This design comes from an exercise in tuning for small area, a short achievable clock period and few clock cycles on the open sky130 flow, not from production work.
RTL that was checked went through simulation tests only; none was proved equivalent to the original.
No functional check of the RTL was part of runs 4 to 6.
Power and IR drop assume default switching activity.

### flow/flow/run.sh
#!/bin/bash
set -euo pipefail
here=$(pwd)
rm -rf "$here/scripts"
cp -r "$FLOW_HOME/scripts" "$here/scripts"
cp "$here/flow/abc_area.script" "$here/scripts/abc_speed.script"
bash standard.sh \
    "SCRIPTS_DIR=$here/scripts" \
    "BUFFER_PORTS_ARGS=-buffer_cell sky130_fd_sc_hd__buf_1" \
    SETUP_SLACK_MARGIN=5.5 \
    finish > standard.log 2>&1
### flow/flow/abc_area.script
strash
balance; rewrite; refactor; balance; rewrite; rewrite -z; balance; refactor -z; rewrite -z; balance
balance -l; resub -K 6 -l; rewrite -l; resub -K 6 -N 2 -l; refactor -l; resub -K 8 -l; balance -l; resub -K 8 -N 2 -l; rewrite -l; resub -K 10 -l; rewrite -z -l; resub -K 10 -N 2 -l; balance -l; resub -K 12 -l; refactor -z -l; resub -K 12 -N 2 -l; rewrite -z -l; balance -l
&get -n
&st
&dch -f
&nf -a -R 1000
&put
topo
stime -c
### flow/standard.sh
#!/bin/bash
# synth_recipe.tcl (not shown) runs the flow's synth.tcl, then flattens the netlist and writes it again
# the make line also repeats each setting of config.mk as NAME=value (left out here)
make -C /OpenROAD-flow-scripts/flow DESIGN_CONFIG=/design/flow/config.mk WORK_HOME=/design/flow/orfs CLKGATE_MAP_FILE= SYNTH_SCRIPT=/design/flow/synth_recipe.tcl "${@:-finish}"
### flow/config.mk
export PLATFORM = sky130hd
export DESIGN_NAME = lkg
export DESIGN_NICKNAME = lkg
export VERILOG_FILES = /design/flow/design.v
export SDC_FILE = /design/flow/constraint.sdc
export NUM_CORES = 4
export LEC_CHECK = 0
export CAP_MARGIN = 0
export CORE_MARGIN = 2
export CORE_UTILIZATION = 40
export SETUP_SLACK_MARGIN = 5
export SLEW_MARGIN = 0
### flow/constraint.sdc
create_clock -name core_clock -period 10.0 [get_ports {clk}]
set_input_delay 2.0000 -clock core_clock [delete_from_list [all_inputs] [get_ports {clk}]]
set_output_delay 2.0000 -clock core_clock [all_outputs]
set_load 0.01 [all_outputs]
### flow/design.v
module lkg (
    input  wire        clk,
    input  wire        rst,           
    input  wire        cmd_valid,
    output wire        cmd_ready,
    input  wire [47:0] cmd_data,
    output wire        rsp_valid,
    input  wire        rsp_ready,
    output wire [1:0]  rsp_status,
    output wire [31:0] rsp_data
);
    localparam [16:0] TAPS_A_REF = 17'h04001;
    localparam [24:0] TAPS_B_REF = 25'h0001019;
    reg         busy;           
    reg         rv;             
    wire        iw = busy & ~rv;    
    localparam [3:0] K_OK    = 4'd0,  K_ILL   = 4'd1,  K_UNI   = 4'd2,
                     K_NEXT  = 4'd3,  K_EMITA = 4'd4,  K_EMITB = 4'd5,
                     K_RDC   = 4'd6,  K_RDA   = 4'd7,  K_RDB   = 4'd8,
                     K_RTAPA = 4'd9,  K_RTAPB = 4'd10, K_RDST  = 4'd11;
    reg  [3:0]  rk;
    wire r_next  = (rk == K_NEXT);
    wire r_emita = (rk == K_EMITA);
    wire r_emitb = (rk == K_EMITB);
    wire r_rdc   = (rk == K_RDC);
    wire r_rda   = (rk == K_RDA);
    wire r_rdb   = (rk == K_RDB);
    wire r_rtapa = (rk == K_RTAPA);
    wire r_rtapb = (rk == K_RTAPB);
    wire r_rdst  = (rk == K_RDST);
    reg  [16:0] reg_a;
    reg  [24:0] reg_b;
    reg         cy;
    reg  [16:0] taps_a;
    reg  [24:0] taps_b;
    reg         rst_t;          
    reg         av, bv, cv;
    reg  [1:0]  na;             
    reg  [2:0]  nb;             
    wire [7:0]  op = cmd_data[47:40];
    wire [39:0] o  = cmd_data[39:0];
    wire g_hi  = ~|o[39:25];
    wire g_24  = ~o[24];
    wire g_mid = ~|o[23:17];
    wire g_16  = ~o[16];
    wire g_lo  = ~|o[15:1];
    wire g_0   = ~o[0];
    wire z25 = g_hi;
    wire z24 = g_hi & g_24;
    wire z17 = g_hi & g_24 & g_mid;
    wire z16 = g_hi & g_24 & g_mid & g_16;
    wire z1  = g_hi & g_24 & g_mid & g_16 & g_lo;
    wire z40 = g_hi & g_24 & g_mid & g_16 & g_lo & g_0;
    wire h0 = (op[7:4] == 4'h0);
    wire h1 = (op[7:4] == 4'h1);
    wire h2 = (op[7:4] == 4'h2);
    wire h3 = (op[7:4] == 4'h3);
    wire l0 = (op[3:0] == 4'h0);
    wire l1 = (op[3:0] == 4'h1);
    wire l2 = (op[3:0] == 4'h2);
    wire l3 = (op[3:0] == 4'h3);
    wire l4 = (op[3:0] == 4'h4);
    wire l5 = (op[3:0] == 4'h5);
    wire lf = (op[3:0] == 4'hF);
    wire is_init  = h0 & l1;
    wire is_next  = h0 & l2;
    wire is_setc  = h0 & l3;
    wire is_rdc   = h0 & l4;
    wire is_seeda = h1 & l0;
    wire is_lda   = h1 & l1;
    wire is_rda   = h1 & l2;
    wire is_emita = h1 & l3;
    wire is_wtapa = h1 & l4;
    wire is_rtapa = h1 & l5;
    wire is_seedb = h2 & l0;
    wire is_ldb   = h2 & l1;
    wire is_rdb   = h2 & l2;
    wire is_emitb = h2 & l3;
    wire is_wtapb = h2 & l4;
    wire is_rtapb = h2 & l5;
    wire is_rdst  = h3 & lf;
    wire accept = cmd_valid & ~busy;
    wire ok_init  = is_init;
    wire ok_next  = is_next  & z40 & av & bv & cv;
    wire ok_setc  = is_setc  & z1;
    wire ok_rdc   = is_rdc   & z40 & cv;
    wire ok_seeda = is_seeda & z16;
    wire ok_lda   = is_lda   & z17;
    wire ok_rda   = is_rda   & z40 & av;
    wire ok_emita = is_emita & z40 & av;
    wire ok_wtapa = is_wtapa & z17;
    wire ok_rtapa = is_rtapa & z40;
    wire ok_seedb = is_seedb & z24;
    wire ok_ldb   = is_ldb   & z25;
    wire ok_rdb   = is_rdb   & z40 & bv;
    wire ok_emitb = is_emitb & z40 & bv;
    wire ok_wtapb = is_wtapb & z25;
    wire ok_rtapb = is_rtapb & z40;
    wire ok_rdst  = is_rdst  & z40;
    wire legal = is_init
               | ((is_next | is_rdc | is_rda | is_emita | is_rtapa | is_rdb | is_emitb
                   | is_rtapb | is_rdst) & z40)
               | (is_setc & z1)
               | (is_seeda & z16)
               | ((is_lda | is_wtapa) & z17)
               | (is_seedb & z24)
               | ((is_ldb | is_wtapb) & z25);
    wire uninit = ((is_next & ~(av & bv & cv)) | (is_rdc & ~cv)
                   | ((is_rda | is_emita) & ~av) | ((is_rdb | is_emitb) & ~bv)) & z40;
    function [7:0] rev8(input [7:0] v);
        integer i;
        for (i = 0; i < 8; i = i + 1) rev8[i] = v[7-i];
    endfunction
    wire [16:0] seed_a_init = {rev8(o[39:32]), 1'b1, rev8(o[31:24])};
    wire [16:0] seed_a_cmd  = {rev8(o[15:8]),  1'b1, rev8(o[7:0])};
    wire [23:0] seed_b_bits = {rev8(o[23:16]), rev8(o[15:8]), rev8(o[7:0])};
    wire [24:0] seed_b      = {seed_b_bits[23:21], 1'b1, seed_b_bits[20:0]};
    function [16:0] step4a(input [16:0] s, input [16:0] t);
        integer i;
        reg [16:0] x;
        begin
            x = s;
            for (i = 0; i < 4; i = i + 1) x = {^(x & t), x[16:1]};
            step4a = x;
        end
    endfunction
    function [24:0] step4b(input [24:0] s, input [24:0] t);
        integer i;
        reg [24:0] x;
        begin
            x = s;
            for (i = 0; i < 4; i = i + 1) x = {^(x & t), x[24:1]};
            step4b = x;
        end
    endfunction
    wire run    = ~(rv & ~rsp_ready);
    wire taken  = rv & rsp_ready;
    wire blk_a  = accept & (is_init | is_seeda | is_lda);
    wire blk_b  = accept & (is_init | is_seedb | is_ldb);
    wire step_a = run & (na != 2'd0) & ~blk_a;
    wire step_b = run & (nb != 3'd0) & ~blk_b;
    wire ld_a_init = accept & ok_init;
    wire ld_a_seed = accept & ok_seeda;
    wire ld_a_lda  = accept & ok_lda;
    wire ld_a      = ld_a_init | ld_a_seed | ld_a_lda;
    wire ld_b_seed = accept & (ok_init | ok_seedb);
    wire ld_b_ldb  = accept & ok_ldb;
    wire ld_b      = ld_b_seed | ld_b_ldb;
    wire [16:0] a_d = ({17{ld_a_init}} & seed_a_init)
                    | ({17{ld_a_seed}} & seed_a_cmd)
                    | ({17{ld_a_lda}}  & o[16:0])
                    | ({17{step_a}}    & step4a(reg_a, taps_a));
    wire [24:0] b_d = ({25{ld_b_seed}} & seed_b)
                    | ({25{ld_b_ldb}}  & o[24:0])
                    | ({25{step_b}}    & step4b(reg_b, taps_b));
    wire [7:0] xa     = rev8(reg_a[7:0]);
    wire [7:0] yb     = rev8(reg_b[7:0]);
    wire [8:0] sum_xy = {1'b0, xa} + {1'b0, yb};
    wire [4:0] sum_lo  = {1'b0, xa[3:0]} + {1'b0, yb[3:0]} + {4'd0, cy};
    wire [3:0] sum_hi0 = xa[7:4] + yb[7:4];
    wire [3:0] sum_hi1 = xa[7:4] + yb[7:4] + 4'd1;
    wire [7:0] sum_o   = {sum_lo[4] ? sum_hi1 : sum_hi0, sum_lo[3:0]};
    assign cmd_ready  = ~busy & ~rst;
    assign rsp_valid  = rv & ~rst;
    assign rsp_status = {rk == K_UNI, rk == K_ILL};
    wire [24:0] rd = ({25{r_next}}  & {17'd0, sum_o})
                   | ({25{r_emita}} & {17'd0, xa})
                   | ({25{r_emitb}} & {17'd0, yb})
                   | ({25{r_rdc}}   & {24'd0, cy})
                   | ({25{r_rda}}   & {8'd0, reg_a})
                   | ({25{r_rdb}}   & reg_b)
                   | ({25{r_rtapa}} & {8'd0, taps_a})
                   | ({25{r_rtapb}} & taps_b)
                   | ({25{r_rdst}}  & {22'd0, cv, bv, av});
    assign rsp_data = {7'd0, rd};
    always @(posedge clk) begin
        if (rst) begin
            busy   <= 1'b0;
            rv     <= 1'b0;
            av     <= 1'b0;
            bv     <= 1'b0;
            cv     <= 1'b0;
            na     <= 2'd0;
            nb     <= 3'd0;
        end else begin
            if (accept) begin
                busy <= 1'b1;
                if (!is_init)
                    rv <= 1'b1;
                rk <= ~legal   ? K_ILL   : uninit   ? K_UNI   :
                      is_next  ? K_NEXT  : is_emita ? K_EMITA : is_emitb ? K_EMITB :
                      is_rdc   ? K_RDC   : is_rda   ? K_RDA   : is_rdb   ? K_RDB   :
                      is_rtapa ? K_RTAPA : is_rtapb ? K_RTAPB : is_rdst  ? K_RDST  : K_OK;
            end
            if (iw & ~nb[2])
                rv <= 1'b1;
            if (taken) begin
                rv   <= 1'b0;
                busy <= 1'b0;
            end
            if (ld_a | step_a)
                reg_a <= a_d;
            if (ld_a_init | (accept & (ok_next | ok_emita)))
                na <= 2'd2;
            else if (ld_a)
                na <= 2'd0;
            else if (step_a)
                na <= na - 2'd1;
            if (ld_b | step_b)
                reg_b <= b_d;
            if (accept & ok_init)
                nb <= 3'd4;
            else if (accept & (ok_next | ok_emitb))
                nb <= 3'd2;
            else if (ld_b)
                nb <= 3'd0;
            else if (step_b)
                nb <= nb - 3'd1;
            if (accept & (ok_init | ok_setc))
                cy <= ok_setc & o[0];
            else if (taken & r_next)
                cy <= sum_xy[8];
            if (ld_a) av <= 1'b1;
            if (ld_b) bv <= 1'b1;
            if (accept & (ok_init | ok_setc)) cv <= 1'b1;
        end
    end
    wire wr_a = ~rst & accept & ok_wtapa;
    wire wr_b = ~rst & accept & ok_wtapb;
    always @(posedge clk) begin
        rst_t <= rst;
        if (rst_t & ~wr_a)
            taps_a <= TAPS_A_REF;
        else if (wr_a)
            taps_a <= o[16:0];
        if (rst_t & ~wr_b)
            taps_b <= TAPS_B_REF;
        else if (wr_b)
            taps_b <= o[24:0];
    end
endmodule
==> results of run 1 <==
report_power, final:
part | internal [mW] | switching, mW
registers | 0.531 | 0.119
logic | 0.262 | 0.347
clock network | 0.196 | 0.163
stage by stage:
step           instance area (µm²)  util (%)  total power, mW  setup WS [ps]
2_1_floorplan                 7407         -            1.023           5290
3_3_place_gp                  8036     44.74            1.206           4153
3_5_place_dp                  8036     44.74            1.211           4050
4_1_cts                       8554     47.62            1.612           5489
5_1_grt                       8603     47.89            1.706           5362
6_report                      8603     47.89            1.617           5499
cells by family after synthesis:
kind of cell	Yosys count	share of synthesized area, %
AND/OR/NAND/NOR	412	23.34
AO/OA/AOI/OAI	171	18.29
XOR/XNOR	167	19.93
flip-flops	100	33.69
buffers and inverters	23	1.534
adder cells (fa/ha/maj)	15	2.864
other	1	0.05109
multiplexers	1	0.3068
routing by layer:
| layer | wire length (µm) | global-route usage, % |
|---|---|---|
| met1 | 10910 | 35.95 |
| met2 | 11780 | 40.94 |
| met3 | 2159 | 4.061 |
| met4 | 455 | 6.007 |
| met5 | 0 | 0 |
cell usage after synthesis, types with 2 or more instances:
cell type / number / area share (%)
xor2_1: 32 / 3.8
nor2_1: 43 / 2.2
o22a_1: 3 / 0.36
a21oi_1: 19 / 1.3
ha_1: 12 / 2.0
or3_1: 4 / 0.34
xnor2_1: 135 / 16
a31oi_1: 8 / 0.68
nor3_1: 19 / 1.3
fa_1: 3 / 0.82
o211ai_1: 4 / 0.41
a22o_1: 43 / 5.1
nand2b_1: 12 / 1.0
nand2_1: 289 / 15
nand3_1: 12 / 0.82
and3_1: 3 / 0.26
a222oi_1: 33 / 4.5
nand4_1: 8 / 0.68
clkinv_1: 16 / 0.82
a221oi_1: 2 / 0.24
dfxtp_1: 53 / 14
a21boi_0: 2 / 0.20
a21o_1: 4 / 0.41
a211oi_1: 3 / 0.31
nor4_1: 12 / 1.0
buf_4: 7 / 0.72
a22oi_1: 33 / 3.4
nor2b_1: 4 / 0.34
or2_0: 2 / 0.17
edfxtp_1: 47 / 19
o21ai_0: 12 / 0.82
flip-flops by register name (all words and copies together) (netlist names):
| register | count |
|---|---|
| av | 1 |
| busy | 1 |
| bv | 1 |
| cv | 1 |
| cy | 1 |
| na | 2 |
| nb | 3 |
| reg_a | 17 |
| reg_b | 25 |
| rk | 4 |
| rst_t | 1 |
| rv | 1 |
| taps_a | 17 |
| taps_b | 25 |
path summary, 6_finish.rpt:
| kind | startpoint | to | slack (ps) | cells after the start |
|---|---|---|---|---|
| max | reg_a[7]$_DFFE_PP_ | rsp_data[4] | 5500 | 11 |
| min | busy$_SDFFE_PP0P_ | busy$_SDFFE_PP0P_ | 530 | 2 |
| max reg2reg | reg_b[7]$_DFFE_PP_ | reg_b[24]$_DFFE_PP_ | 6710 | 17 |
| min reg2reg | busy$_SDFFE_PP0P_ | busy$_SDFFE_PP0P_ | 530 | 2 |
critical path: stages (launching register included):
cell,delay (ps)
edfxtp_1,490
fa_2,460
inv_2,80
fa_2,200
nor2b_1,50
o21ai_1,110
nand2b_1,120
buf_4,160
xor2_1,130
nand2_1,90
nand3_2,90
buf_6,160
cell type report:
class,instances,area [µm²],area share (%)
multi-input cells,775,4941,57.43
flip-flops and latches,100,2472,28.74
repair buffers,104,550.5,6.399
well taps,229,286.5,3.330
clock buffers,11,232.7,2.705
clock inverters,5,60.06,0.6981
inverters,16,60.06,0.6981
what timing repair did:
item                                    in CTS  in global routing
endpoints found under the setup margin      81                 64
resized for setup                           22                 11
cloned                                       3                  0
buffers inserted                            11                  2
pin swaps                                    8                  4
==> summary.md, run 1 <==
| Metric | Value |
|---|---|
| Status | finished clean |
| Fin Hold WS | 533.7 ps |
| TritonCTS Sinks | 100 |
| Worst-Skew Late Latency | 360 ps |
| Seq cells post-synth | 100 |
| Vias/cell | 5.964 |
| Final hold violations | 0 |
| Reg clk slew, reported paths | 70 ps |
| I/O Buffers | 80 |
| Worst setup EP type | primary output |
| Commonest non-fill, non-tap cell in the layout | nand2_1 |
| Required @ worst endpoint | 8000 ps |
| Synth warn | 1 |
| WL/cell | just over 20 µm |
| DRC | 0 |
| Initial DRC count | 944 |
| Mean Syn Cell Area | 8.247 µm² |
| Ant diodes | 0 |
| Final Max Tran Viols | 0 |
| Die Area | 19450 µm² |
| CTS H-tree lvls | 3 |
| Clock Path Buffers | 2 |
| Initial antenna violation count | 0 |
| Critical path class | reg -> out |
| GRT Total Usage | 25.43% |
| CTS Buf Count | 9 |
| Leak | around 2.9 nW |
| EDFF count, synth | between 40 and 50 |
| Worst EP arrival | around 2500 ps |
| CTS tree | built |
| Vias in the first global route | between 6000 and 7000 |
| Vias post-DR | approximately 7400 |
| Minimum clock period | roughly 4500 ps |
| Gpl congestion | just over 0.9 |
| ANT nets after route | 0 |
| Area growth from synthesis to layout | 17.22% |
| Row count | 49 |
| Final wirelength | 25.30 mm |
| I/O pins | 88 |
| Mapped cell area | 7340 µm² |
| Setup-failing EPs final | 0 |
| Chip height | 139.5 µm |
| DIE WIDTH | 139.5 µm |
| DP HPWL | 17.33 mm |
| Overflow after GRT | 0 |
| FMAX | 222.2 MHz |
| Post-CTS Hold Fix Bufs | 0 |
| Commonest cells after routing, fill and taps aside | nand2_1, xnor2_1, buf_1 |
| Most used DFF post-synth | dfxtp_1 |
| Area of the core | 17960 µm² |
| Slew HR | about a quarter |
| Global-route wire length before repair | 39.00 mm |
| Seq/Total Area, Yosys | 33.69% |
| Distinct cells, synth | 42 |
| Layout cells sized above 1 | under 10% |
| Clock Skews | 7.489 ps |
| Worst min path class | reg -> reg |
| Post-route non-filler standard cell count | 1240 |
| Setup_tns | 0 ps |
| Startpoint Class | flop |
| Root Buffer | clkbuf_16 |
| Max-cap viol count | 0 |
| # fillers | between 1500 and 2000 |
| Crit Path Max Fanout | 4 |
| Least-Margin Pin Slew | 1131 ps |
| Pwr dens | 188.0 nW/µm² |
| Worst VDD drop | 0.1111 mV |
| First-pass DRT Iterations | 6 |
| Placed insts | about 1200 |
| Period utilization | 45.01% |
| Final nets | 1073 |
| Initial core utilization | 40.86% |
| Post-Syn Instances | 890 |
| Synth async-reset ratio | 0% |
| RSZ-0062 raised after global routing | yes |
| Largest net degree at the start of global routing | 31 |
Testbench counts, summed over its fixed seeds: cycles 22,836.
==> run 2, diff against run 1 <==
--- a/flow/config.mk
+++ b/flow/config.mk
@@ -9,3 +9,4 @@
 export CORE_MARGIN = 2
-export CORE_UTILIZATION = 40
+export CORE_UTILIZATION = 65
+export PLACE_DENSITY = 0.8
 export SETUP_SLACK_MARGIN = 5
==> summary.md, run 2 <==
| Metric | Value |
|---|---|
| Dpl cell area | 7908 µm² (was 8036 µm²) |
| GRT Total Usage | 42.92% (was 25.43%) |
| Seq/Total Area, Yosys | 33.69% (unchanged) |
| Layout cells sized above 1 | 6.938% (was 7.023%) |
| Distinct cells, synth | 42 (unchanged) |
| Critical path class | reg -> out (unchanged) |
| Fin Hold WS | 550.0 ps (was 533.7 ps) |
| Simple-Gate Fraction of Synth Area | 23.34% (unchanged) |
| Reg2reg path depth | 16 (was 17) |
| Worst min path class | reg -> reg (unchanged) |
| R2R Path Start | reg_b[10]$_DFFE_PP_ (was reg_b[7]$_DFFE_PP_) |
| Clock Path Buffers | 2 (unchanged) |
| Period utilization | 44.83% (was 45.01%) |
| Largest family of logic cells by synthesized area | simple AND/OR/NAND/NOR gates (unchanged) |
| Least-Margin Pin Slew | 1131 ps (about the same) |
| Storage cell area | 2472 µm² (unchanged) |
| Post-route cell area | 8473 µm² (was 8603 µm²) |
| Seq cells post-synth | 100 (unchanged) |
| Final Util | 77.48% (was 47.89%) |
| XOR/XNOR share of the synthesized area | 19.93% (unchanged) |
| Placed insts | 1117 (was 1208) |
| ANT nets after route | 0 (unchanged) |
| Max-cap viol count | 0 (unchanged) |
| FMAX | 223.0 MHz (was 222.2 MHz) |
| Post-Place Setup Slack | 4186 ps (was 4050 ps) |
| Largest regs | reg_b: 25 flops, taps_b: 25 flops (unchanged) |
| Post-CTS Hold Fix Bufs | 0 (unchanged) |
| Worst reg-to-reg setup slack | 6440 ps (was 6710 ps) |
| Power Total | 1.643 mW (was 1.617 mW) |
| Initial antenna violation count | 0 (unchanged) |
| DIE WIDTH | 110.3 µm (was 139.5 µm) |
| Worst EP arrival | 2480 ps (was 2500 ps) |
| Pwr dens | 193.9 nW/µm² (was 188.0 nW/µm²) |
| Post-route non-filler standard cell count | 1149 (was 1240) |
| Worst setup EP type | primary output (unchanged) |
| Setup_tns | 0 ps (unchanged) |
| Initial core utilization | 67.12% (was 40.86%) |
| RSZ-0062 raised after global routing | yes (unchanged) |
| Final Max Tran Viols | 0 (unchanged) |
| Minimum clock period | 4483 ps (was 4501 ps) |
| I/O pins | 88 (unchanged) |
| Clock Skews | 7.736 ps (was 7.489 ps) |
| First-pass DRT Iterations | 9 (was 6) |
| Hold path cells | 2 (unchanged) |
| Synth async-reset ratio | 0% (unchanged) |
| Min-delay src | busy$_SDFFE_PP0P_ (unchanged) |
| Top post-synthesis cells by area | edfxtp_1, xnor2_1, nand2_1, dfxtp_1, a22o_1 (unchanged) |
| Synth Area in Compound Gates | 18.29% (unchanged) |
| Vias/cell | 6.874 (was 5.964) |
| WL/cell | 22.46 µm (was 20.40 µm) |
| Final wirelength | 25.81 mm (was 25.30 mm) |
| DRC | 0 (unchanged) |
| Hold Path End | busy$_SDFFE_PP0P_ (unchanged) |
| Reg clk slew, reported paths | 70 ps (about the same) |
| Gpl congestion | 0.9774 (was 0.9337) |
| Worst r2r dst | reg_b[24]$_DFFE_PP_ (unchanged) |
| DP HPWL | 17.37 mm (was 17.33 mm) |
| Leak | 2.906 nW (was 2.928 nW) |
| Ant diodes | 0 (unchanged) |
| Global-route wire length before repair | 38.99 mm (was 39.00 mm) |
| Required @ worst endpoint | 8000 ps (about the same) |
| Root Buffer | clkbuf_16 (unchanged) |
| # fillers | 779 (was 1811) |
| I/O Buffers | 80 (unchanged) |
| Chip height | 110.3 µm (was 139.5 µm) |
| Final hold violations | 0 (unchanged) |
| Worst VDD drop | 0.1978 mV (was 0.1111 mV) |
| Final worst slack | 5517 ps (was 5499 ps) |
| Post-Syn Instances | 890 (unchanged) |
| Status | finished clean (unchanged) |
| Yosys top cell by area | edfxtp_1 (unchanged) |
| TritonCTS Sinks | 100 (unchanged) |
| Initial DRC count | 1450 (was 944) |
| Area of the core | 10940 µm² (was 17960 µm²) |
| Critical Path Source | reg_a[7]$_DFFE_PP_ (unchanged) |
| Row count | 38 (was 49) |
| Slew HR | 24.30% (was 24.34%) |
| Area growth from synthesis to layout | 15.44% (was 17.22%) |
| CTS H-tree lvls | 3 (unchanged) |
| Mapped cell area | 7340 µm² (unchanged) |
| Vias in the first global route | 7390 (was 6749) |
| CTS tree | built (unchanged) |
| CTS Buf Count | 9 (unchanged) |
| Setup-failing EPs final | 0 (unchanged) |
| Multi-input logic area | 4945 µm² (was 4941 µm²) |
| Most used DFF post-synth | dfxtp_1 (unchanged) |
| Commonest non-fill, non-tap cell in the layout | nand2_1 (unchanged) |
| Die Area | 12160 µm² (was 19450 µm²) |
| Final nets | 1071 (was 1073) |
| Most common cell in the netlist | nand2_1 (unchanged) |
| Vias post-DR | 7898 (was 7395) |
| Synth top area share | 19.23% (unchanged) |
| EDFF count, synth | 47 (unchanged) |
| Commonest cells after routing, fill and taps aside | nand2_1, xnor2_1, buf_1 (unchanged) |
| Post-synthesis mux area share | 0.3069% (unchanged) |
| Overflow after GRT | 0 (unchanged) |
| Startpoint Class | flop (unchanged) |
| Synth warn | 1 (unchanged) |
| Crit Path Max Fanout | 3 (was 4) |
| Mean Syn Cell Area | 8.247 µm² (unchanged) |
| Worst-Skew Late Latency | 360 ps (about the same) |
| Largest net degree at the start of global routing | 32 (was 31) |
| Synthesized-area fraction occupied by adder cells | 2.864% (unchanged) |
| Synth cell count leaders | nand2_1, xnor2_1, dfxtp_1 (unchanged) |
[run 2: kinds of logic (layout without fill, tap and decap cells)]
group / after synthesis / count (layout)
other: 1 / 7
xor gates and xnor gates: 167 / 167
and+or+nand+nor: 412 / 414
AOI/OAI and AO/OA: 171 / 172
buffers and inverters: 23 / 133
DFF: 100 / 100
muxes: 1 / 1
adders and majority gates: 15 / 15
[run 2: timing repair]
action | 4_1_cts | 5_1_grt
gates resized for setup | 16 | 18
gates cloned | 4 | 0
pin swaps | 6 | 6
buffers inserted | 10 | 2
setup endpoints to repair | 64 | 51
[run 2: how the worst max path moves through the flow]
stage,end,slack (ps),cells after the start
CTS,cmd_ready,5510,4
detailed placement,reg_a[14]$_DFFE_PP_,4190,11
global placement,reg_a[10]$_DFFE_PP_,4410,9
finish,rsp_data[7],5520,11
floorplan,reg_a[0]$_DFFE_PP_,5290,10
global route,rsp_data[7],5420,11
[run 2: metal layers]
layer,up-vias,part of all wire (%),track usage [%]
li1,3422,-,-
met1,3660,36,54.36
met2,678,45,67.44
met3,138,15,11.82
met4,0,4.7,21.34
met5,-,0,0
[run 2: power by group]
group,total [mW],internal [mW],switching [mW]
Combinational,0.620,0.259,0.361
Sequential,0.652,0.531,0.122
Clock,0.370,0.209,0.162
Total,1.64,0.998,0.645
[run 2: critical path, cell delays in order (launching register included)]
cell and delay [ps]:
edfxtp_1 490, fa_2 280, inv_2 50, fa_2 360, nor2b_1 130, o21ai_1 70, nand2b_1 120, nand4_1 120
xnor2_1 190, nand2_1 80, nand3_1 100, buf_2 140
[run 2: cell type report]
class | instances | area share [%]
clock buffers | 13 | 3.071
clock inverters | 3 | 0.5168
inverters | 16 | 0.7088
multi-input cells | 776 | 58.36
flip-flops and latches | 100 | 29.18
well taps | 140 | 2.067
repair buffers | 101 | 6.099
==> run 3, diff against run 2 <==
--- a/flow/design.v
+++ b/flow/design.v
@@ -148,2 +148,4 @@
     wire ld_b      = ld_b_seed | ld_b_ldb;
+    wire hold_a = ~(ld_a | step_a);
+    wire hold_b = ~(ld_b | step_b);
     wire [16:0] a_d = ({17{ld_a_init}} & seed_a_init)
@@ -151,6 +153,8 @@
                     | ({17{ld_a_lda}}  & o[16:0])
-                    | ({17{step_a}}    & step4a(reg_a, taps_a));
+                    | ({17{step_a}}    & step4a(reg_a, taps_a))
+                    | ({17{hold_a}}    & reg_a);
     wire [24:0] b_d = ({25{ld_b_seed}} & seed_b)
                     | ({25{ld_b_ldb}}  & o[24:0])
-                    | ({25{step_b}}    & step4b(reg_b, taps_b));
+                    | ({25{step_b}}    & step4b(reg_b, taps_b))
+                    | ({25{hold_b}}    & reg_b);
     wire [7:0] xa     = rev8(reg_a[7:0]);
@@ -200,4 +204,2 @@
             end
-            if (ld_a | step_a)
-                reg_a <= a_d;
             if (ld_a_init | (accept & (ok_next | ok_emita)))
@@ -208,4 +210,2 @@
                 na <= na - 2'd1;
-            if (ld_b | step_b)
-                reg_b <= b_d;
             if (accept & ok_init)
@@ -227,2 +227,6 @@
     end
+    always @(posedge clk) begin
+        reg_a <= a_d;
+        reg_b <= b_d;
+    end
     wire wr_a = ~rst & accept & ok_wtapa;
--- a/flow/config.mk
+++ b/flow/config.mk
@@ -9,4 +9,3 @@
 export CORE_MARGIN = 2
-export CORE_UTILIZATION = 65
-export PLACE_DENSITY = 0.8
+export CORE_UTILIZATION = 40
 export SETUP_SLACK_MARGIN = 5
==> summary.md, run 3 <==
| Metric | Value |
|---|---|
| Max-cap viol count | 0 (unchanged) |
| Setup-failing EPs final | 0 (unchanged) |
| Status | finished clean (unchanged) |
| Slew HR | 50.66% (was 24.30%) |
| Worst setup EP type | primary output (unchanged) |
| Worst-Skew Late Latency | 370 ps (was 360 ps) |
| Area of the core | 17300 µm² (was 10940 µm²) |
| Crit Path Max Fanout | 6 (was 3) |
| Mean Syn Cell Area | 7.892 µm² (was 8.247 µm²) |
| Most common cell in the netlist | nand2_1 (unchanged) |
| I/O pins | 88 (unchanged) |
| WL/cell | 19.91 µm (was 22.46 µm) |
| Post-route non-filler standard cell count | 1244 (was 1149) |
| Pwr dens | 204.6 nW/µm² (was 193.9 nW/µm²) |
| Synth warn | 1 (unchanged) |
| R2R Path Start | reg_b[8]$_DFF_P_ (was reg_b[10]$_DFFE_PP_) |
| Final hold violations | 0 (unchanged) |
| Gpl congestion | 0.8844 (was 0.9774) |
| Vias in the first global route | 6795 (was 7390) |
| DIE WIDTH | 137.0 µm (was 110.3 µm) |
| TritonCTS Sinks | 100 (unchanged) |
| Worst VDD drop | 0.09912 mV (was 0.1978 mV) |
| Area growth from synthesis to layout | 16.84% (was 15.44%) |
| Largest net degree at the start of global routing | 31 (was 32) |
| GRT Total Usage | 26.93% (was 42.92%) |
| ANT nets after route | 0 (unchanged) |
| Synth async-reset ratio | 0% (unchanged) |
| Largest regs | reg_b: 25 flops, taps_b: 25 flops (unchanged) |
| Critical Path Source | reg_a[7]$_DFF_P_ (was reg_a[7]$_DFFE_PP_) |
| Final wirelength | 24.77 mm (was 25.81 mm) |
| Minimum clock period | 4456 ps (was 4483 ps) |
| Post-CTS Hold Fix Bufs | 0 (unchanged) |
| Clock Path Buffers | 2 (unchanged) |
| Vias post-DR | 7377 (was 7898) |
| Least-Margin Pin Slew | 739.3 ps (was 1131 ps) |
| Chip height | 137.0 µm (was 110.3 µm) |
| FMAX | 224.4 MHz (was 223.0 MHz) |
| Period utilization | 44.56% (was 44.83%) |
| Worst EP arrival | 2460 ps (was 2480 ps) |
| Initial DRC count | 1044 (was 1450) |
| Most used DFF post-synth | dfxtp_1 (unchanged) |
| Mapped cell area | 7079 µm² (was 7340 µm²) |
| Row count | 48 (was 38) |
| Required @ worst endpoint | 8000 ps (about the same) |
| Synth cell count leaders | nand2_1, xnor2_1, dfxtp_1 (unchanged) |
| First-pass DRT Iterations | 8 (was 9) |
| Critical path class | reg -> out (unchanged) |
| Distinct cells, synth | 45 (was 42) |
| DRC | 0 (unchanged) |
| Top post-synthesis cells by area | dfxtp_1, xnor2_1, nand2_1, a222oi_1, a22o_1 (was edfxtp_1, xnor2_1, nand2_1, dfxtp_1, a22o_1) |
| Dpl cell area | 7825 µm² (was 7908 µm²) |
| CTS Buf Count | 9 (unchanged) |
| Seq/Total Area, Yosys | 28.99% (was 33.69%) |
| Final nets | 1081 (was 1071) |
| RSZ-0062 raised after global routing | yes (unchanged) |
| Commonest non-fill, non-tap cell in the layout | nand2_1 (unchanged) |
| Reg clk slew, reported paths | 70 ps (about the same) |
| Placed insts | 1218 (was 1117) |
| Min-delay src | busy$_SDFFE_PP0P_ (unchanged) |
| Worst min path class | reg -> reg (unchanged) |
| Initial antenna violation count | 0 (unchanged) |
| Leak | 2.764 nW (was 2.906 nW) |
| Vias/cell | 5.930 (was 6.874) |
| DP HPWL | 17.72 mm (was 17.37 mm) |
| CTS tree | built (unchanged) |
| EDFF count, synth | 5 (was 47) |
| Commonest cells after routing, fill and taps aside | nand2_1, xnor2_1, dfxtp_1 (was nand2_1, xnor2_1, buf_1) |
| Initial core utilization | 40.93% (was 67.12%) |
| Synth top area share | 26.86% (was 19.23%) |
| Global-route wire length before repair | 38.75 mm (was 38.99 mm) |
| Ant diodes | 0 (unchanged) |
| Die Area | 18780 µm² (was 12160 µm²) |
| Layout cells sized above 1 | 6.869% (was 6.938%) |
| Seq cells post-synth | 100 (unchanged) |
| Final Max Tran Viols | 0 (unchanged) |
| Setup_tns | 0 ps (unchanged) |
| Post-Syn Instances | 897 (was 890) |
| CTS H-tree lvls | 3 (unchanged) |
| I/O Buffers | 80 (unchanged) |
| Clock Skews | 11.52 ps (was 7.736 ps) |
| Startpoint Class | flop (unchanged) |
| Overflow after GRT | 0 (unchanged) |
| Post-route cell area | 8272 µm² (was 8473 µm²) |
| Root Buffer | clkbuf_16 (unchanged) |
| Yosys top cell by area | dfxtp_1 (was edfxtp_1) |
## run 3: changes by cell type after synthesis, moves of 11 or more
cell,previous run,this run
a222oi_1,33,48
a22oi_1,33,15
dfxtp_1,53,95
edfxtp_1,47,5
nand2_1,289,277
nand3_1,12,23
## run 3: power breakdown
group	internal [mW]	switching (mW)	total, mW	leakage [nW]
combinational	0.289	0.350	0.639	1.78
sequential	0.485	0.173	0.658	0.827
clock	0.227	0.167	0.395	0.156
## run 3: layout make-up
| class | count | area, µm² |
|---|---|---|
| clock buffers | 11 | 242.7 |
| repair buffers | 107 | 506.7 |
| flip-flops and latches | 100 | 2067 |
| inverters | 15 | 56.30 |
| clock inverters | 5 | 85.08 |
| multi-input cells | 781 | 5032 |
| well taps | 225 | 281.5 |
| fillers | 1775 | 9025 |
## run 3: kinds of logic after synthesis
kind of cell / Yosys count / share of synthesized area, %
flip-flops: 100 / 28.99
AND/OR/NAND/NOR: 410 / 24.44
buffers and inverters: 22 / 1.538
multiplexers: 1 / 0.3181
other: 1 / 0.05297
adder cells (fa/ha/maj): 15 / 2.969
AO/OA/AOI/OAI: 180 / 20.91
XOR/XNOR: 168 / 20.78
## run 3: metal layers
| metal | track usage (%) | up-vias | share of wire, % |
|---|---|---|---|
| li1 | - | 3481 | - |
| met1 | 38.89 | 3443 | 44 |
| met2 | 40.27 | 409 | 43 |
| met3 | 4.926 | 44 | 9.8 |
| met4 | 8.706 | 0 | 3.2 |
| met5 | 0 | - | 0 |
## run 3: through the flow
step	power (mW)	utilization (%)	setup slack (ps)	hold WS (ps)
final	1.692	47.82	5544	531.9
after global routing	1.798	47.82	5439	567.5
after CTS	1.669	47.24	5419	533.6
after detailed placement	1.270	45.24	5123	523.2
after global placement	1.265	45.24	5207	506.4
after floorplan	1.049	-	5378	476.3
## run 3: critical path, stage by stage (launching register included)
cell and delay (ps):
dfxtp_4 410, fa_2 230, clkinv_1 80, fa_2 350, nor2b_1 110, o21ai_0 80
nand2b_1 170, nand4_1 150, xnor2_1 150, o211ai_1 210, clkbuf_2 170
## run 3: timing repair
item,4_1_cts,5_1_grt
resized for setup,9,12
pin swaps,0,1
hold endpoints to repair,0,0
setup buffers,0,10
endpoints found under the setup margin,8,13
## run 3: final timing paths
check	depth (start not counted)	end	slack, ps
worst max-delay path	10	rsp_data[7]	5540
worst min-delay path	2	busy$_SDFFE_PP0P_	530
worst max register to register	17	reg_b[24]$_DFF_P_	6480
worst min register to register	2	busy$_SDFFE_PP0P_	530
Testbench counts of run 3, summed over its fixed seeds: cycles 22,836.
==> run 4, diff against run 3 <==
--- a/flow/design.v
+++ b/flow/design.v
@@ -161,7 +161,5 @@
     wire [7:0] yb     = rev8(reg_b[7:0]);
-    wire [8:0] sum_xy = {1'b0, xa} + {1'b0, yb};
-    wire [4:0] sum_lo  = {1'b0, xa[3:0]} + {1'b0, yb[3:0]} + {4'd0, cy};
-    wire [3:0] sum_hi0 = xa[7:4] + yb[7:4];
-    wire [3:0] sum_hi1 = xa[7:4] + yb[7:4] + 4'd1;
-    wire [7:0] sum_o   = {sum_lo[4] ? sum_hi1 : sum_hi0, sum_lo[3:0]};
+    wire [8:0] sum_c  = {1'b0, xa} + {1'b0, yb} + {8'd0, cy};
+    wire [7:0] sum_o  = sum_c[7:0];
+    wire       cy_new = sum_c[8] & ~(cy & (&(xa ^ yb)));
     assign cmd_ready  = ~busy & ~rst;
@@ -221,3 +219,3 @@
             else if (taken & r_next)
-                cy <= sum_xy[8];
+                cy <= cy_new;
             if (ld_a) av <= 1'b1;
--- a/flow/config.mk
+++ b/flow/config.mk
@@ -9,4 +9,6 @@
 export CORE_MARGIN = 2
-export CORE_UTILIZATION = 40
+export CORE_UTILIZATION = 65
+export PLACE_DENSITY = 0.8
 export SETUP_SLACK_MARGIN = 5
 export SLEW_MARGIN = 0
+export TNS_END_PERCENT = 0
==> summary.md, run 4 <==
| Metric | Value |
|---|---|
| Status | finished clean (unchanged) |
| Startpoint Class | primary input (was flop) |
| Period utilization | 47.02% (was 44.56%) |
| Root Buffer | clkbuf_8 (was clkbuf_16) |
| Slew HR | 10.08% (was 50.66%) |
| Synth cell count leaders | nand2_1, xnor2_1, dfxtp_1 (unchanged) |
| GRT Total Usage | 40.17% (was 26.93%) |
| I/O Buffers | 80 (unchanged) |
| Commonest cells after routing, fill and taps aside | nand2_1, xnor2_1, dfxtp_1 (unchanged) |
| Final Max Tran Viols | 0 (unchanged) |
| Required @ worst endpoint | 10270 ps (was 8000 ps) |
| Post-Syn Instances | 904 (was 897) |
| Top post-synthesis cells by area | dfxtp_1, xnor2_1, nand2_1, a222oi_1, a22o_1 (unchanged) |
| Seq cells post-synth | 100 (unchanged) |
| # fillers | 845 (was 1775) |
| Initial core utilization | 67.59% (was 40.93%) |
| Worst min path class | reg -> reg (unchanged) |
| R2R Path Start | reg_a[7]$_DFF_P_ (was reg_b[8]$_DFF_P_) |
| Mapped cell area | 7041 µm² (was 7079 µm²) |
| Largest regs | reg_b: 25 flops, taps_b: 25 flops (unchanged) |
| Crit Path Max Fanout | 18 (was 6) |
| Die Area | 11680 µm² (was 18780 µm²) |
| Multi-input logic area | 4985 µm² (was 5032 µm²) |
| Clock Skews | 16.35 ps (was 11.52 ps) |
| Reg2reg path depth | 17 (unchanged) |
| Pwr dens | 196.2 nW/µm² (was 204.6 nW/µm²) |
| Fin Hold WS | 517.0 ps (was 531.9 ps) |
| Most used DFF post-synth | dfxtp_1 (unchanged) |
| DIE WIDTH | 108.1 µm (was 137.0 µm) |
| Ant diodes | 0 (unchanged) |
| Most common cell in the netlist | nand2_1 (unchanged) |
| Worst VDD drop | 0.1189 mV (was 0.09912 mV) |
| DP HPWL | 16.89 mm (was 17.72 mm) |
| Setup_tns | 0 ps (unchanged) |
| CTS Buf Count | 9 (unchanged) |
| Vias in the first global route | 7138 (was 6795) |
| ANT nets after route | 0 (unchanged) |
| FMAX | 212.7 MHz (was 224.4 MHz) |
| Vias/cell | 6.707 (was 5.930) |
| Final nets | 1074 (was 1081) |
| Worst reg-to-reg setup slack | 6650 ps (was 6480 ps) |
| Vias post-DR | 7713 (was 7377) |
| Critical path class | in -> reg (was reg -> out) |
| CTS tree | built (unchanged) |
| I/O pins | 88 (unchanged) |
| RSZ-0062 raised after global routing | yes (unchanged) |
| Hold path cells | 2 (unchanged) |
| Layout cells sized above 1 | 5.424% (was 6.869%) |
| Gpl congestion | 0.9791 (was 0.8844) |
| Yosys top cell by area | dfxtp_1 (unchanged) |
| Worst EP arrival | 4970 ps (was 2460 ps) |
| Reg clk slew, reported paths | 110 ps (was 70 ps) |
| Global-route wire length before repair | 36.69 mm (was 38.75 mm) |
| Worst r2r dst | reg_a[16]$_DFF_P_ (was reg_b[24]$_DFF_P_) |
| Synth warn | 1 (unchanged) |
| Setup-failing EPs final | 0 (unchanged) |
| Least-Margin Pin Slew | 1338 ps (was 739.3 ps) |
| Min-delay src | cv$_SDFFE_PP0P_ (was busy$_SDFFE_PP0P_) |
| Final hold violations | 0 (unchanged) |
| TritonCTS Sinks | 100 (unchanged) |
| Max-cap viol count | 0 (unchanged) |
| Clock Path Buffers | 2 (unchanged) |
| Initial DRC count | 1401 (was 1044) |
| Seq/Total Area, Yosys | 29.15% (was 28.99%) |
| Minimum clock period | 4702 ps (was 4456 ps) |
| Distinct cells, synth | 44 (was 45) |
| First-pass DRT Iterations | 9 (was 8) |
| EDFF count, synth | 5 (unchanged) |
| CTS H-tree lvls | 3 (unchanged) |
| Synth async-reset ratio | 0% (unchanged) |
| DRC | 0 (unchanged) |
| Area growth from synthesis to layout | 12.17% (was 16.84%) |
| Chip height | 108.1 µm (was 137.0 µm) |
| Leak | 2.628 nW (was 2.764 nW) |
| Synth top area share | 27.01% (was 26.86%) |
| Worst-Skew Late Latency | 380 ps (was 370 ps) |
| Worst setup EP type | flop (was primary output) |
| Storage cell area | 2064 µm² (was 2067 µm²) |
| Commonest non-fill, non-tap cell in the layout | nand2_1 (unchanged) |
| Final wirelength | 23.57 mm (was 24.77 mm) |
| WL/cell | 20.49 µm (was 19.91 µm) |
| Area of the core | 10420 µm² (was 17300 µm²) |
| Initial antenna violation count | 0 (unchanged) |
| Hold Path End | cv$_SDFFE_PP0P_ (was busy$_SDFFE_PP0P_) |
| Post-CTS Hold Fix Bufs | 0 (unchanged) |
| Largest net degree at the start of global routing | 31 (unchanged) |
| Mean Syn Cell Area | 7.788 µm² (was 7.892 µm²) |
| Row count | 37 (was 48) |
| Overflow after GRT | 0 (unchanged) |
[run 4: cell types whose count changed after synthesis, sizes merged, moves of 3 or more]
cell    change
a21o        -3
a222oi      +7
a22o        -6
clkinv      +4
nand2      +10
nand3       +6
o21bai      +3
[run 4: critical path: stages]
cell and delay, ps:
buf_1 90, nor4_1 320, nand4_1 310, nor2_1 240, nand3_1 220, nor2_1 220, nand3_1 170, nor2_4 430
or3_1 250, nor2_2 170, a222oi_1 430, nand3_1 120
[run 4: timing repair]
| action | in CTS | in global routing |
|---|---|---|
| setup endpoints to repair | 37 | 26 |
| setup buffers | 2 | 4 |
| resized for setup | 17 | 5 |
[run 4: power breakdown]
group	internal, mW	switching (mW)	total [mW]	leakage [nW]
sequential	0.484	0.171	0.655	0.828
clock	0.0970	0.161	0.258	0.0964
combinational	0.274	0.363	0.637	1.70
total	0.856	0.694	1.55	2.63
[run 4: per-layer routing]
| metal | share of wire, % | vias up | global-route usage, % |
|---|---|---|---|
| met3 | 12 | 105 | 7.173 |
| met1 | 38 | 3542 | 53.34 |
| met4 | 5.0 | 0 | 20.42 |
| met5 | 0 | - | 0 |
| li1 | - | 3466 | - |
| met2 | 44 | 600 | 62.71 |
[run 4: metrics by stage]
step	instance area, µm²	instances	worst slack, ps	total power, mW	util [%]
2_1_floorplan	7082	910	5160	1.045	-
3_3_place_gp	7597	1128	4673	1.224	72.94
3_5_place_dp	7597	1128	4517	1.247	72.94
4_1_cts	7856	1146	5359	1.512	75.42
5_1_grt	7898	1150	5232	1.618	75.82
6_report	7898	1150	5298	1.550	75.82
[run 4: final cells by class]
class / instances / area share (%)
inverter: 19 / 0.9030
timing repair buffer: 95 / 5.244
multi-input combinational: 784 / 63.12
clock inverter: 7 / 0.8714
sequential: 100 / 26.14
tap: 136 / 2.155
clock buffer: 9 / 1.568
[run 4: worst max path at each step]
stage                     depth (start not counted)  slack [ps]    startpoint                 endpoint
final                                            12        5300  cmd_data[34]        reg_a[14]$_DFF_P_
after global routing                             13        5230  cy$_DFFE_PP_              rsp_data[6]
after CTS                                         8        5360  cmd_data[40]        reg_a[14]$_DFF_P_
after detailed placement                         12        4520  cmd_data[34]        reg_a[14]$_DFF_P_
after global placement                           12        4670  cmd_data[34]        reg_a[14]$_DFF_P_
after floorplan                                   6        5160  cmd_data[26]  taps_b[10]$_SDFFE_PP0P_
[run 4: logic make-up after synthesis]
logic type	synth area share, %
other	0.05326
AOI/OAI and AO/OA	20.53
buffers and inverters	1.759
adders and majority gates	2.524
and+or+nand+nor	25.22
xor gates and xnor gates	20.77
DFF	29.15
==> run 5, diff against run 4 <==
--- a/flow/design.v
+++ b/flow/design.v
@@ -184,4 +184,2 @@
             cv     <= 1'b0;
-            na     <= 2'd0;
-            nb     <= 3'd0;
         end else begin
@@ -191,6 +189,2 @@
                     rv <= 1'b1;
-                rk <= ~legal   ? K_ILL   : uninit   ? K_UNI   :
-                      is_next  ? K_NEXT  : is_emita ? K_EMITA : is_emitb ? K_EMITB :
-                      is_rdc   ? K_RDC   : is_rda   ? K_RDA   : is_rdb   ? K_RDB   :
-                      is_rtapa ? K_RTAPA : is_rtapb ? K_RTAPB : is_rdst  ? K_RDST  : K_OK;
             end
@@ -202,20 +196,2 @@
             end
-            if (ld_a_init | (accept & (ok_next | ok_emita)))
-                na <= 2'd2;
-            else if (ld_a)
-                na <= 2'd0;
-            else if (step_a)
-                na <= na - 2'd1;
-            if (accept & ok_init)
-                nb <= 3'd4;
-            else if (accept & (ok_next | ok_emitb))
-                nb <= 3'd2;
-            else if (ld_b)
-                nb <= 3'd0;
-            else if (step_b)
-                nb <= nb - 3'd1;
-            if (accept & (ok_init | ok_setc))
-                cy <= ok_setc & o[0];
-            else if (taken & r_next)
-                cy <= cy_new;
             if (ld_a) av <= 1'b1;
@@ -226,2 +202,25 @@
     always @(posedge clk) begin
+        if (accept)
+            rk <= ~legal   ? K_ILL   : uninit   ? K_UNI   :
+                  is_next  ? K_NEXT  : is_emita ? K_EMITA : is_emitb ? K_EMITB :
+                  is_rdc   ? K_RDC   : is_rda   ? K_RDA   : is_rdb   ? K_RDB   :
+                  is_rtapa ? K_RTAPA : is_rtapb ? K_RTAPB : is_rdst  ? K_RDST  : K_OK;
+        if (ld_a_init | (accept & (ok_next | ok_emita)))
+            na <= 2'd2;
+        else if (ld_a)
+            na <= 2'd0;
+        else if (step_a)
+            na <= na - 2'd1;
+        if (accept & ok_init)
+            nb <= 3'd4;
+        else if (accept & (ok_next | ok_emitb))
+            nb <= 3'd2;
+        else if (ld_b)
+            nb <= 3'd0;
+        else if (step_b)
+            nb <= nb - 3'd1;
+        if (accept & (ok_init | ok_setc))
+            cy <= ok_setc & o[0];
+        else if (taken & r_next)
+            cy <= cy_new;
         reg_a <= a_d;
==> summary.md, run 5 <==
| Metric | Value |
|---|---|
| Status | finished clean (unchanged) |
| Gpl congestion | 1.003 (was 0.9791) |
| Most used DFF post-synth | dfxtp_1 (unchanged) |
| Slew HR | 13.74% (was 10.08%) |
| Worst VDD drop | 0.1351 mV (was 0.1189 mV) |
| Largest net degree at the start of global routing | 31 (unchanged) |
| GRT Total Usage | 40.16% (was 40.17%) |
| Area of the core | 10370 µm² (was 10420 µm²) |
| XOR/XNOR share of the synthesized area | 20.78% (was 20.77%) |
| CP max stage delay | 440 ps (was 430 ps) |
| Int Pwr | 0.9815 mW (was 0.8555 mW) |
| I/O Buffers | 80 (unchanged) |
| Ant diodes | 0 (unchanged) |
| Synth top area share | 27.18% (was 27.01%) |
| Initial core utilization | 67.47% (was 67.59%) |
| TritonCTS Sinks | 100 (unchanged) |
| Synth warn | 1 (unchanged) |
| I/O pins | 88 (unchanged) |
| Synth Area in Compound Gates | 20.33% (was 20.53%) |
| Top post-synthesis cells by area | dfxtp_1, xnor2_1, nand2_1, a222oi_1, a22o_1 (unchanged) |
| ANT nets after route | 0 (unchanged) |
| Worst EP arrival | 2690 ps (was 4970 ps) |
| Synth async-reset ratio | 0% (unchanged) |
| Worst-Skew Late Latency | 390 ps (was 380 ps) |
| Area growth from synthesis to layout | 11.80% (was 12.17%) |
| Final nets | 1060 (was 1074) |
| Busiest grt layer | met2 (unchanged) |
| Die Area | 11610 µm² (was 11680 µm²) |
| Largest regs | reg_b: 25 flops, taps_b: 25 flops (unchanged) |
| EDFF count, synth | 5 (unchanged) |
| Simple-Gate Fraction of Synth Area | 25.46% (was 25.22%) |
| WL/cell | 20.85 µm (was 20.49 µm) |
| Worst reg-to-reg setup slack | 6570 ps (was 6650 ps) |
| Initial DRC count | 1443 (was 1401) |
| Critical path class | reg -> out (was in -> reg) |
| Yosys top cell by area | dfxtp_1 (unchanged) |
| Setup_tns | 0 ps (unchanged) |
| Combinational fraction of design power | 43.8% (was 41.1%) |
| Seq cells post-synth | 100 (unchanged) |
| Vias post-DR | 7731 (was 7713) |
| Synthesized-area fraction occupied by adder cells | 2.539% (was 2.524%) |
| Seq/Total Area, Yosys | 29.33% (was 29.15%) |
| Slowest-stage cell, CP | edfxtp_1 (was nor2_4) |
| Overflow after GRT | 0 (unchanged) |
| Commonest cells after routing, fill and taps aside | nand2_1, xnor2_1, dfxtp_1 (unchanged) |
| Delay-heaviest family, CP | adder cells (was simple AND/OR/NAND/NOR gates) |
| Worst setup EP type | primary output (was flop) |
| Chip height | 107.8 µm (was 108.1 µm) |
| Commonest non-fill, non-tap cell in the layout | nand2_1 (unchanged) |
| Mapped cell area | 6997 µm² (was 7041 µm²) |
| Mean Syn Cell Area | 7.835 µm² (was 7.788 µm²) |
| Initial antenna violation count | 0 (unchanged) |
| Crit Path Max Fanout | 2 (was 18) |
| Post-CTS Hold Fix Bufs | 0 (unchanged) |
| Reg clk slew, reported paths | 100 ps (was 110 ps) |
| Largest family of logic cells by synthesized area | simple AND/OR/NAND/NOR gates (unchanged) |
| Distinct cells, synth | 45 (was 44) |
| Flop pwr share | 40.8% (was 42.3%) |
| Root Buffer | clkbuf_8 (unchanged) |
| Worst min path class | reg -> reg (unchanged) |
| First-pass DRT Iterations | 9 (unchanged) |
| Switch share | 44.61% (was 44.79%) |
| Synth cell count leaders | nand2_1, xnor2_1, dfxtp_1 (unchanged) |
| CTS H-tree lvls | 3 (unchanged) |
| Most common cell in the netlist | nand2_1 (unchanged) |
| Final wirelength | 23.69 mm (was 23.57 mm) |
| Max-cap viol count | 0 (unchanged) |
| Row count | 37 (unchanged) |
| Switch Pwr | 0.7905 mW (was 0.6942 mW) |
| Dpl cell area | 7570 µm² (was 7597 µm²) |
| Leak | 2.583 nW (was 2.628 nW) |
| Vias/cell | 6.805 (was 6.707) |
| RSZ-0062 raised after global routing | yes (unchanged) |
| Global-route wire length before repair | 36.47 mm (was 36.69 mm) |
| Least-Margin Pin Slew | 1289 ps (was 1338 ps) |
| Clock Path Buffers | 2 (unchanged) |
| Buf/Inv on CP | 3 (was 1) |
| Layout cells sized above 1 | 4.900% (was 5.424%) |
| Setup-failing EPs final | 0 (unchanged) |
| Worst path most repeated cell | clkinv_1 (was nand3_1) |
| Met2 Use GR | 63.39% (was 62.71%) |
| Post-route cell area | 7823 µm² (was 7898 µm²) |
| DP HPWL | 16.82 mm (was 16.89 mm) |
| Min-delay src | busy$_SDFFE_PP0P_ (was cv$_SDFFE_PP0P_) |
| Period utilization | 46.94% (was 47.02%) |
| DIE WIDTH | 107.8 µm (was 108.1 µm) |
| Pwr dens | 226.5 nW/µm² (was 196.2 nW/µm²) |
| DRC | 0 (unchanged) |
| Startpoint Class | flop (was primary input) |
| Post-synthesis mux area share | 0% (unchanged) |
| CTS Buf Count | 9 (unchanged) |
| Vias in the first global route | 6869 (was 7138) |
| Met1 Use GR | 53.29% (was 53.34%) |
| Fin Hold WS | 532.1 ps (was 517.0 ps) |
| FMAX | 213.0 MHz (was 212.7 MHz) |
| Share of total power in the clock network | 15.4% (was 16.6%) |
| Met3 Use GR | 9.080% (was 7.173%) |
| Critical Path Source | cy$_DFFE_PP_ (was cmd_data[34]) |
| Clock Skews | 20.83 ps (was 16.35 ps) |
| R2R Path Start | reg_b[4]$_DFF_P_ (was reg_a[7]$_DFF_P_) |
| Crit path cell chain | fa_2 > clkinv_1 > fa_1 > clkinv_1 > a21oi_1 > o21bai_1 > and2_0 > o21a_1 > nor2_2 > xnor2_1 > nand2_1 > nand3_1 > buf_2 (was buf_1 > nor4_1 > nand4_1 > nor2_1 > nand3_1 > nor2_1 > nand3_1 > nor2_4 > or3_1 > nor2_2 > a222oi_1 > nand3_1) |
| Final hold violations | 0 (unchanged) |
| Final Max Tran Viols | 0 (unchanged) |
| Post-Syn Instances | 893 (was 904) |
| CTS tree | built (unchanged) |
| Required @ worst endpoint | 8000 ps (was 10270 ps) |
| Minimum clock period | 4694 ps (was 4702 ps) |
run 5: changes by cell type after synthesis, moves of 3 or more:
cell	previous run	this run
a222oi_1	55	58
nor2_1	43	39
o21ai_0	11	14
a22oi_1	13	7
xor2_1	32	35
xnor2_1	135	131
clkinv_1	19	14
a22o_1	43	46
run 5: worst paths after layout:
path                        to  cells past startpoint
max reg2reg  reg_b[24]$_DFF_P_                     16
min reg2reg  busy$_SDFFE_PP0P_                      2
min          busy$_SDFFE_PP0P_                      2
max                rsp_data[6]                     13
run 5: cell families (layout without fill, tap and decap cells):
| family | count (synthesis) | after routing |
|---|---|---|
| buffers and inverters | 21 | 122 |
| AND/OR/NAND/NOR | 422 | 422 |
| other | 1 | 7 |
| adder cells (fa/ha/maj) | 13 | 13 |
| AO/OA/AOI/OAI | 170 | 170 |
| flip-flops | 100 | 100 |
| XOR/XNOR | 166 | 166 |
run 5: power groups by stage:
stage               sequential (mW)  clock [mW]  combinational (mW)
floorplan                     0.630           0               0.591
global placement              0.708           0               0.714
detailed placement            0.712           0               0.748
CTS                           0.703       0.270               0.763
global route                  0.731       0.285               0.850
finish                        0.724       0.272               0.776
run 5: area by class of cell:
type                            count  area (µm²)
Timing Repair Buffer               92       391.6
Inverter                           14       52.55
Sequential cell                   100        2069
Tap cell                          136       170.2
Clock buffer                        9       123.9
Multi-Input combinational cell    778        4940
Clock inverter                      7       75.07
Fill cell                         847        2547
run 5: layer usage:
metal | part of all wire (%) | up-vias
li1 | - | 3428
met1 | 38 | 3589
met2 | 45 | 620
met3 | 13 | 94
met4 | 4.1 | 0
met5 | 0 | -
run 5: stage by stage:
step	std cells	setup WS, ps	power, mW	utilization, %
2_1_floorplan	899	5228	1.221	-
3_3_place_gp	1118	4830	1.422	73.00
3_5_place_dp	1118	4568	1.460	73.00
4_1_cts	1136	5316	1.736	75.28
5_1_grt	1136	5129	1.866	75.43
6_report	1136	5306	1.772	75.43
run 5: timing repair:
action,in CTS,in global routing
setup buffers,2,0
cloned,0,0
gates resized for setup,11,6
endpoints found under the setup margin,36,67
pin swaps,0,0
run 5: worst min-delay path, delay by kind of cell (launching register included):
kind | cells | cell delay [ps]
compound gates | 1 | 50
flops | 1 | 350
simple gates | 1 | 100
==> run 6, diff against run 5 <==
--- a/flow/flow/run.sh
+++ b/flow/flow/run.sh
@@ -9,3 +9,3 @@
     "BUFFER_PORTS_ARGS=-buffer_cell sky130_fd_sc_hd__buf_1" \
-    SETUP_SLACK_MARGIN=5.5 \
+    SETUP_SLACK_MARGIN=5.35 \
     finish > standard.log 2>&1
==> summary.md, run 6 <==
| Metric | Value |
|---|---|
| Status | finished clean (unchanged) |
| Layout cells sized above 1 | 5.395% (was 4.900%) |
| TritonCTS Sinks | 100 (unchanged) |
| Flop pwr share | 40.3% (was 40.8%) |
| Largest net degree at the start of global routing | 31 (unchanged) |
| Max-cap viol count | 0 (unchanged) |
| Row count | 37 (unchanged) |
| Hold Path End | nb[1]$_SDFFE_PP0P_ (was busy$_SDFFE_PP0P_) |
| Switch share | 43.78% (was 44.61%) |
| Most common cell in the netlist | nand2_1 (unchanged) |
| CTS Buf Count | 9 (unchanged) |
| Synth async-reset ratio | 0% (unchanged) |
| Pwr dens | 226.8 nW/µm² (was 226.5 nW/µm²) |
| CTS tree | built (unchanged) |
| I/O pins | 88 (unchanged) |
| Share of total power in the clock network | 15.4% (about the same) |
| Clock Skews | 12.02 ps (was 20.83 ps) |
| Final Max Tran Viols | 0 (unchanged) |
| Met3 Use GR | 10.53% (was 9.080%) |
| Mean Syn Cell Area | 7.835 µm² (unchanged) |
| Worst reg-to-reg setup slack | 6540 ps (was 6570 ps) |
| Synth cell count leaders | nand2_1, xnor2_1, dfxtp_1 (unchanged) |
| Worst setup EP type | primary output (unchanged) |
| Yosys top cell by area | dfxtp_1 (unchanged) |
| Met2 Use GR | 64.60% (was 63.39%) |
| Die Area | 11610 µm² (unchanged) |
| Worst r2r dst | reg_b[24]$_DFF_P_ (unchanged) |
| Root Buffer | clkbuf_8 (unchanged) |
| Busiest grt layer | met2 (unchanged) |
| Post-Place Setup Slack | 4605 ps (was 4568 ps) |
| Leak | 2.618 nW (was 2.583 nW) |
| Slew HR | 14.10% (was 13.74%) |
| Setup_tns | 0 ps (unchanged) |
| Minimum clock period | 4776 ps (was 4694 ps) |
| Hold path cells | 2 (unchanged) |
| Final wirelength | 23.53 mm (was 23.69 mm) |
| Initial core utilization | 67.47% (unchanged) |
| First-pass DRT Iterations | 10 (was 9) |
| Worst min path class | reg -> reg (unchanged) |
| Seq/Total Area, Yosys | 29.33% (unchanged) |
| Synth top area share | 27.18% (unchanged) |
| Met1 Use GR | 52.13% (was 53.29%) |
| Mapped cell area | 6997 µm² (unchanged) |
| FMAX | 209.4 MHz (was 213.0 MHz) |
| Synth warn | 1 (unchanged) |
| Area of the core | 10370 µm² (unchanged) |
| Worst EP arrival | 2780 ps (was 2690 ps) |
| I/O Buffers | 80 (unchanged) |
| # fillers | 806 (was 847) |
| ANT nets after route | 0 (unchanged) |
| RSZ-0062 raised after global routing | yes (unchanged) |
| Ant diodes | 0 (unchanged) |
| Initial antenna violation count | 0 (unchanged) |
| Least-Margin Pin Slew | 1284 ps (was 1289 ps) |
| Most used DFF post-synth | dfxtp_1 (unchanged) |
| Final worst slack | 5224 ps (was 5306 ps) |
| Period utilization | 47.76% (was 46.94%) |
| Required @ worst endpoint | 8000 ps (about the same) |
| Setup-failing EPs final | 0 (unchanged) |
| Combinational fraction of design power | 44.3% (was 43.8%) |
| Reg clk slew, reported paths | 100 ps (about the same) |
| Min-delay src | nb[1]$_SDFFE_PP0P_ (was busy$_SDFFE_PP0P_) |
| Int Pwr | 1.000 mW (was 0.9815 mW) |
| Global-route wire length before repair | 36.62 mm (was 36.47 mm) |
| DIE WIDTH | 107.8 µm (unchanged) |
| Commonest non-fill, non-tap cell in the layout | nand2_1 (unchanged) |
| Post-CTS Hold Fix Bufs | 0 (unchanged) |
| Top post-synthesis cells by area | dfxtp_1, xnor2_1, nand2_1, a222oi_1, a22o_1 (unchanged) |
| Switch Pwr | 0.7789 mW (was 0.7905 mW) |
| Clock Path Buffers | 2 (unchanged) |
| Final hold violations | 0 (unchanged) |
| Chip height | 107.8 µm (unchanged) |
| Vias in the first global route | 7087 (was 6869) |
| Largest regs | reg_b: 25 flops, taps_b: 25 flops (unchanged) |
| Crit Path Max Fanout | 2 (unchanged) |
| Gpl congestion | 0.9700 (was 1.003) |
| Critical path class | reg -> out (unchanged) |
| Startpoint Class | flop (unchanged) |
| Final nets | 1062 (was 1060) |
| WL/cell | 20.69 µm (was 20.85 µm) |
| Worst-Skew Late Latency | 390 ps (about the same) |
| Post-Syn Instances | 893 (unchanged) |
| GRT Total Usage | 40.18% (was 40.16%) |
| Vias/cell | 6.809 (was 6.805) |
| EDFF count, synth | 5 (unchanged) |
| Vias post-DR | 7742 (was 7731) |
| Commonest cells after routing, fill and taps aside | nand2_1, xnor2_1, dfxtp_1 (unchanged) |
| Initial DRC count | 1314 (was 1443) |
| Worst VDD drop | 0.1454 mV (was 0.1351 mV) |
| Distinct cells, synth | 45 (unchanged) |
| DP HPWL | 16.62 mm (was 16.82 mm) |
| Seq cells post-synth | 100 (unchanged) |
| Overflow after GRT | 0 (unchanged) |
| R2R Path Start | reg_b[3]$_DFF_P_ (was reg_b[4]$_DFF_P_) |
| Area growth from synthesis to layout | 12.11% (was 11.80%) |
| CTS H-tree lvls | 3 (unchanged) |
| DRC | 0 (unchanged) |
| Reg2reg path depth | 16 (unchanged) |
run 6: worst max-delay path by stage:
stage | slack (ps) | start | to | cells after the start
finish | 5220 | cy$_DFFE_PP_ | rsp_data[6] | 13
CTS | 5280 | cy$_DFFE_PP_ | rsp_data[6] | 13
global placement | 4830 | cmd_data[40] | reg_a[16]$_DFF_P_ | 9
detailed placement | 4600 | cmd_data[40] | reg_a[16]$_DFF_P_ | 9
floorplan | 5080 | cmd_data[26] | reg_b[0]$_DFF_P_ | 8
global route | 5070 | cy$_DFFE_PP_ | rsp_data[6] | 13
run 6: layout make-up:
cell class	count	area, µm²	area share (%)
multi-input combinational	778	4949	63.09
sequential	100	2061	26.27
timing repair buffer	94	412.9	5.264
tap	136	170.2	2.169
clock buffer	11	152.6	1.946
inverter	14	52.55	0.6700
clock inverter	4	46.29	0.5902
run 6: routing by layer:
metal | up-vias | share of wire, %
li1 | 3435 | -
met1 | 3592 | 37
met2 | 626 | 45
met3 | 89 | 14
met4 | 0 | 4.3
met5 | - | 0
run 6: timing repair:
action | 4_1_cts | 5_1_grt
pin swaps | 0 | 7
endpoints found under the setup margin | 21 | 36
setup buffers | 2 | 3
resized for setup | 10 | 9
endpoints found under the hold margin | 0 | 0
run 6: power by group through the flow:
| stage | combinational, mW | clock (mW) | sequential (mW) |
|---|---|---|---|
| 3_3_place_gp | 0.714 | 0 | 0.709 |
| 4_1_cts | 0.762 | 0.273 | 0.703 |
| 6_report | 0.788 | 0.275 | 0.717 |
| 2_1_floorplan | 0.588 | 0 | 0.630 |
| 3_5_place_dp | 0.745 | 0 | 0.713 |
| 5_1_grt | 0.859 | 0.289 | 0.725 |
run 6: per-stage QoR:
| step | instance area [µm²] | utilization (%) | instances | total power [mW] | hold WS, ps |
|---|---|---|---|---|---|
| finish | 7844 | 75.64 | 1137 | 1.779 | 539.2 |
| global route | 7844 | 75.64 | 1137 | 1.874 | 552.6 |
| CTS | 7797 | 75.19 | 1134 | 1.738 | 539.3 |
| detailed placement | 7565 | 72.95 | 1117 | 1.458 | 510.8 |
| global placement | 7565 | 72.95 | 1117 | 1.423 | 495.2 |
| floorplan | 7032 | - | 899 | 1.218 | 479.4 |
run 6: cell families (layout without fill, tap and decap cells):
kind of cell,count (synthesis),after routing,share of synthesized area (%)
buf+inv,21,123,1.502
xor+xnor,166,166,20.78
compound gates,170,170,20.33
flops,100,100,29.33
other cells,1,7,0.05360
simple gates,422,422,25.47
fa+ha+maj,13,13,2.539
run 6: worst max-delay path, cell delays in order (launching register included):
cell	delay, ps
edfxtp_1	470
fa_2	430
inv_2	70
fa_2	210
inv_2	40
a21oi_2	110
o21bai_1	100
and2_1	160
o21a_1	180
nor2_2	160
xnor2_1	150
nand2_1	90
nand3_2	110
buf_6	110

==> afterwards: timing with drivers on the ports <==
The results above use ideal ports. As a check the final layouts listed here were re-extracted and re-timed, cells and wires unchanged.
Step 1 assumes that a clkbuf_16 drives the clock port and a buf_2 every other input.
Step 2 times the ports against the registers' clock, not the clock port: input delays grow and output delays shrink by t, the midpoint of the rising clock arrivals with the driver on.
Slacks: ideal / step 1 / step 2; pairs: ideal / step 1.
run | t, ns | setup slack, ns | worst setup path after step 2 | latest minus earliest clock arrival (ns) | cell pins on the clock port's net
run 1 | 0.393 | 5.499 / 5.460 / 5.282 | input to register | 0.009 / 0.009 | 1
run 2 | 0.407 | 5.517 / 5.470 / 5.200 | input to register | 0.008 / 0.008 | 1
run 3 | 0.400 | 5.544 / 5.504 / 5.372 | input to register | 0.012 / 0.013 | 1
run 4 | 0.409 | 5.298 / 5.308 / 4.899 | input to register | 0.019 / 0.018 | 1
run 5 | 0.413 | 5.306 / 5.273 / 4.905 | input to register | 0.022 / 0.021 | 1
run 6 | 0.424 | 5.224 / 5.188 / 5.006 | input to register | 0.012 / 0.012 | 1
After both steps every run listed still meets setup and hold. The setup slack of run 5, which loses most, moves by -0.033 ns with the drivers and by -0.401 ns with both steps.
